This design comes from an exercise in tuning for small area, a short achievable clock period and few clock cycles on the open sky130 flow, not from production work. Where RTL was checked, it was by simulation tests only, not by an equivalence proof against the original.

## try-juniper
Design uhre_fxu, start of the top module:
module uhre_fxu (
    input  wire        clk,
    input  wire        rst,         
    input  wire        cmd_valid,
    input  wire [15:0] cmd_word,
    output wire        cmd_ready,
    output reg         done,
    input  wire        wr_en,
    input  wire [4:0]  wr_addr,
    input  wire [15:0] wr_data,
    input  wire [4:0]  rd_addr,
    output reg  [15:0] rd_data
);
Size: ~9600 cells after synthesis, roughly 600 flip-flops, about 64 I/O pins, roughly 0.068 mm² of cells after synthesis.
clock: 14.0 ns
lec_check: 0
abc_area: 1
cap_margin: 20
core_margin: 2
core_utilization: 36
place_density: 0.58
slew_margin: 60
standard.sh (not shown) runs the stock make flow with config.mk's settings and CLKGATE_MAP_FILE= SYNTH_SCRIPT=/design/flow/synth_recipe.tcl, a recipe that flattens the netlist after the stock synthesis.
==> flow/flow/run.sh <==
#!/bin/bash
set -euo pipefail
export SETUP_SLACK_MARGIN=6.3
export BUFFER_PORTS_ARGS="-buffer_cell sky130_fd_sc_hd__buf_4"
bash standard.sh > make.log 2>&1
try-juniper: all stages complete, timing, DRC and antenna checks passed
Testbench counts of try-juniper, summed over its fixed seeds: cycles 10,997.
[inputs] try-xenon vs try-juniper
Settings: swapping 0.58 for 0.65 in PLACE_DENSITY; swapping 36 for 32 in CORE_UTILIZATION.
[summary]
Between try-juniper and try-xenon, the flow reports via count of the first global-routing pass decreasing by a few percent.
Wire length of the first global-routing pass in try-xenon is 32000 µm below try-juniper.
Input changes introduced in try-yarrow (baseline for comparison: try-xenon):
Settings: CORE_UTILIZATION: 32 -> 42; PLACE_DENSITY: 0.65 -> 0.6; SLEW_MARGIN: 60 -> 20.
==> flow/flow/run.sh <==
#!/bin/bash
set -euo pipefail
export SETUP_SLACK_MARGIN=6.3
bash standard.sh > make.log 2>&1
[summary]
Layout clock buffer count: higher on try-yarrow. From try-xenon to try-yarrow the numbers moved as follows: highest clock rate shows a reduction of about 1.7%.

========
Another version of the RTL of uhre_fxu (not shown whole).
For scale: ~9900 cells after synthesis, about 600 flip-flops, about 64 I/O pins, roughly 69000 sq um of cells after synthesis.
==> flow/config.mk <==
export PLATFORM = sky130hd
export DESIGN_NAME = uhre_fxu
export DESIGN_NICKNAME = uhre_fxu
export VERILOG_FILES = /design/flow/design.v
export SDC_FILE = /design/flow/constraint.sdc
export NUM_CORES = 8
export LEC_CHECK = 0
export ABC_AREA = 1
export CAP_MARGIN = 20
export CORE_MARGIN = 2
export CORE_UTILIZATION = 42
export PLACE_DENSITY = 0.6
export SLEW_MARGIN = 20
==> flow/constraint.sdc <==
create_clock -name core_clock -period 14.0 [get_ports {clk}]
set_input_delay 2.8000 -clock core_clock [delete_from_list [all_inputs] [get_ports {clk}]]
set_output_delay 2.8000 -clock core_clock [all_outputs]
set_load 0.01 [all_outputs]
==> flow/flow/run.sh <==
#!/bin/bash
set -euo pipefail
export SETUP_SLACK_MARGIN=6.6
export BUFFER_PORTS_ARGS="-buffer_cell sky130_fd_sc_hd__buf_4"
export CTS_ARGS="-sink_clustering_enable -repair_clock_nets -sink_clustering_size 30 -sink_clustering_max_diameter 80 -dont_use_dummy_load"
bash standard.sh > make.log 2>&1
==> next run, changes <==
==> flow/flow/run.sh (replaced) <==
#!/bin/bash
set -euo pipefail
export SETUP_SLACK_MARGIN=6.0
export BUFFER_PORTS_ARGS="-buffer_cell sky130_fd_sc_hd__buf_4"
export CTS_ARGS="-sink_clustering_enable -repair_clock_nets -sink_clustering_size 30 -sink_clustering_max_diameter 80 -dont_use_dummy_load"
bash standard.sh > make.log 2>&1
After rerunning:
- fmax shrinks by 5.0%
- setup slack is worse by 0.41 ns
==> next run, changes <==
==> flow/flow/run.sh (replaced) <==
#!/bin/bash
set -euo pipefail
export SETUP_SLACK_MARGIN=6.3
export BUFFER_PORTS_ARGS="-buffer_cell sky130_fd_sc_hd__buf_4"
export CTS_ARGS="-sink_clustering_enable -repair_clock_nets -sink_clustering_size 30 -sink_clustering_max_diameter 80 -dont_use_dummy_load"
bash standard.sh > make.log 2>&1
Settings changed: SLEW_MARGIN 20 to 60.
First-iteration DRC count decreases by 3.7%.
Cell count is about the same.
Cell area rose by 1.5%.
Die area is unchanged.
Non-clock buffer count climbs by 11.
==> next run, changes <==
==> flow/flow/run.sh (replaced) <==
#!/bin/bash
set -euo pipefail
export SETUP_SLACK_MARGIN=6.6
export BUFFER_PORTS_ARGS="-buffer_cell sky130_fd_sc_hd__buf_4"
bash standard.sh > make.log 2>&1
Settings changed: SLEW_MARGIN 60 to 20.
Effect: Fmax came out higher by 1.5%; cell area came out higher by 5.7%; critical path depth came out higher by 1; wire length came out higher by 3.1%; count of clock-buffer cells in the layout came out higher by 51; worst hold slack got worse by 0.0032 ns; via count came out higher by 2.4%.
==> next run, changes <==
==> flow/flow/run.sh (replaced) <==
#!/bin/bash
set -euo pipefail
export SETUP_SLACK_MARGIN=6.3
export BUFFER_PORTS_ARGS="-buffer_cell sky130_fd_sc_hd__buf_4"
export CTS_ARGS="-sink_clustering_enable -repair_clock_nets -sink_clustering_size 30 -sink_clustering_max_diameter 80 -dont_use_dummy_load"
bash standard.sh > make.log 2>&1
- The changed run went through all stages and came out clean
- fmax falls by 1.5%
- count of clock-buffer cells in the layout came out lower by 50
- worst hold slack improved by 0.012 ns
- setup slack degrades by 0.12 ns
No run of this note included a check of the RTL's function; only the layout flow was run.

========
RTL: one of the versions met above, not the one the previous note started from.
For scale: ~9600 cells after synthesis, roughly 64 I/O pins, ~0.068 mm² of cells after synthesis.
export LEC_CHECK = 0
export ABC_AREA = 1
export CAP_MARGIN = 20
export CORE_MARGIN = 2
export CORE_UTILIZATION = 32
export PLACE_DENSITY = 0.58
export SLEW_MARGIN = 60
create_clock -name core_clock -period 14.0 [get_ports {clk}]
==> flow/flow/run.sh <==
#!/bin/bash
set -euo pipefail
export SETUP_SLACK_MARGIN=6.45
export BUFFER_PORTS_ARGS="-buffer_cell sky130_fd_sc_hd__buf_4"
bash standard.sh > make.log 2>&1
Testbench counts at the start, summed over its fixed seeds: cycles 10,997.
Edit:
--- a/flow/flow/run.sh
+++ b/flow/flow/run.sh
@@ -3 +3 @@
-export SETUP_SLACK_MARGIN=6.45
+export SETUP_SLACK_MARGIN=6.3
--- a/flow/config.mk
+++ b/flow/config.mk
@@ -11,2 +11,2 @@
-export CORE_UTILIZATION = 32
-export PLACE_DENSITY = 0.58
+export CORE_UTILIZATION = 50
+export PLACE_DENSITY = 0.66
Outcome:
- final area is lower by 1.5%
- via count is higher by 5.0%
- worst setup slack is worse by 0.12 ns
- die area is lower by 36%
- count of clock-buffer cells in the layout is lower by 3
- first-iteration DRC count is higher by 23%
Edit:
--- a/flow/config.mk
+++ b/flow/config.mk
@@ -11,2 +11,2 @@
-export CORE_UTILIZATION = 50
-export PLACE_DENSITY = 0.66
+export CORE_UTILIZATION = 28
+export PLACE_DENSITY = 0.56
What happened: Die area climbs by 78%. Clock skew went down by 0.028 ns. Count of clock-buffer cells in the layout climbs by 10. Cell count increases by 12%. Area after synthesis does not change. Sequential cell count is unchanged. Fmax hardly moves. Final area increases by 1.7%. Sequential share of layout area went down by 0.36 points. Global-route usage decreases by 25 points.

========
== oak ==
uhre_fxu again, from the RTL that the note above started with.
export LEC_CHECK = 0
export ABC_AREA = 1
export CAP_MARGIN = 20
export CORE_MARGIN = 2
export CORE_UTILIZATION = 32
export PLACE_DENSITY = 0.58
export SLEW_MARGIN = 60
create_clock -name core_clock -period 14.0 [get_ports {clk}]
==> flow/flow/run.sh <==
#!/bin/bash
set -euo pipefail
export SETUP_SLACK_MARGIN=6.3
export BUFFER_PORTS_ARGS="-buffer_cell sky130_fd_sc_hd__buf_4"
bash standard.sh > make.log 2>&1
oak ran to completion and came out clean on the timing, DRC and antenna checks.
Testbench counts of oak, summed over its fixed seeds: cycles 10,997.
Changes in pine relative to oak:
--- a/flow/config.mk
+++ b/flow/config.mk
@@ -11,3 +11,3 @@
-export CORE_UTILIZATION = 32
-export PLACE_DENSITY = 0.58
-export SLEW_MARGIN = 60
+export CORE_UTILIZATION = 42
+export PLACE_DENSITY = 0.6
+export SLEW_MARGIN = 20
==> results.txt <==
- pine went all the way through the flow, and no timing, DRC or antenna check failed.
- oak went all the way through the flow, and no timing, DRC or antenna check failed.
- The start point of the critical path comes out rd_addr[2] in one run and rd_addr[0] in the other, namely in oak and pine respectively.
- Worst-path cell with the longest stage delay: sky130_fd_sc_hd__o211ai_1 -> pine, sky130_fd_sc_hd__buf_6 -> oak
- pine: worst setup slack for register-to-register paths 0.03 ns below oak
- Changes observed in pine relative to oak: routed wire length rose 6.0%, post-synthesis to final-layout area growth fell 0.25 points, core utilization rose 11 points, count of clock-net buffers in the final layout fell 1.0%, starting utilization of the core area rose 10 points.
- As far as design area is concerned, pine and oak perform about the same.

==> re-timing with driven ports <==
The flow's constraints put no driver on any port. The routed layouts listed below were extracted and timed again, unchanged, in two steps. Step 1, drivers: a clkbuf_16 drives clk and a buf_2 each remaining input, both assumed. Step 2 adds t to the input delays and takes it off the output delays; t is the mean of the earliest and latest rising clock arrival at the registers after step 1. Input paths then give back, and output paths get back, about the clock's delay inside the block. Slacks: no drivers / after step 1 / after step 2; pairs: no drivers / after step 1.
| run | t (ns) | slack for setup (ns) | slew at the worst register clock pin (ns) |
|---|---|---|---|
| try-juniper | 0.794 | 6.218 / 6.043 / 5.726 | 0.08 / 0.08 |
| try-xenon | 0.774 | 6.144 / 5.975 / 5.790 | 0.07 / 0.07 |
| try-yarrow | 0.792 | 6.010 / 5.789 / 5.593 | 0.07 / 0.07 |
| the first run of note 2 | 0.776 | 6.197 / 5.891 / 5.829 | 0.10 / 0.10 |
| the second run of note 2 | 0.769 | 5.787 / 5.714 / 5.265 | 0.10 / 0.10 |
| the third run of note 2 | 0.781 | 6.169 / 6.137 / 5.570 | 0.10 / 0.10 |
| the fourth run of note 2 | 0.814 | 6.288 / 5.931 / 5.776 | 0.07 / 0.07 |
| the fifth run of note 2 | 0.801 | 6.169 / 5.806 / 5.498 | 0.10 / 0.10 |
| the first run of note 3 | 0.794 | 6.335 / 6.020 / 5.806 | 0.08 / 0.08 |
| the second run of note 3 | 0.803 | 6.213 / 6.183 / 5.468 | 0.08 / 0.08 |
| the third run of note 3 | 0.789 | 6.209 / 6.105 / 5.821 | 0.07 / 0.07 |
| oak | 0.787 | 6.280 / 6.077 / 5.691 | 0.08 / 0.08 |
| pine | 0.790 | 6.134 / 5.912 / 5.591 | 0.07 / 0.07 |
After both steps every run listed still meets setup and hold. For the second run of note 3, which loses most, drivers alone change the setup slack by -0.030 ns; drivers and shift together by -0.745 ns.
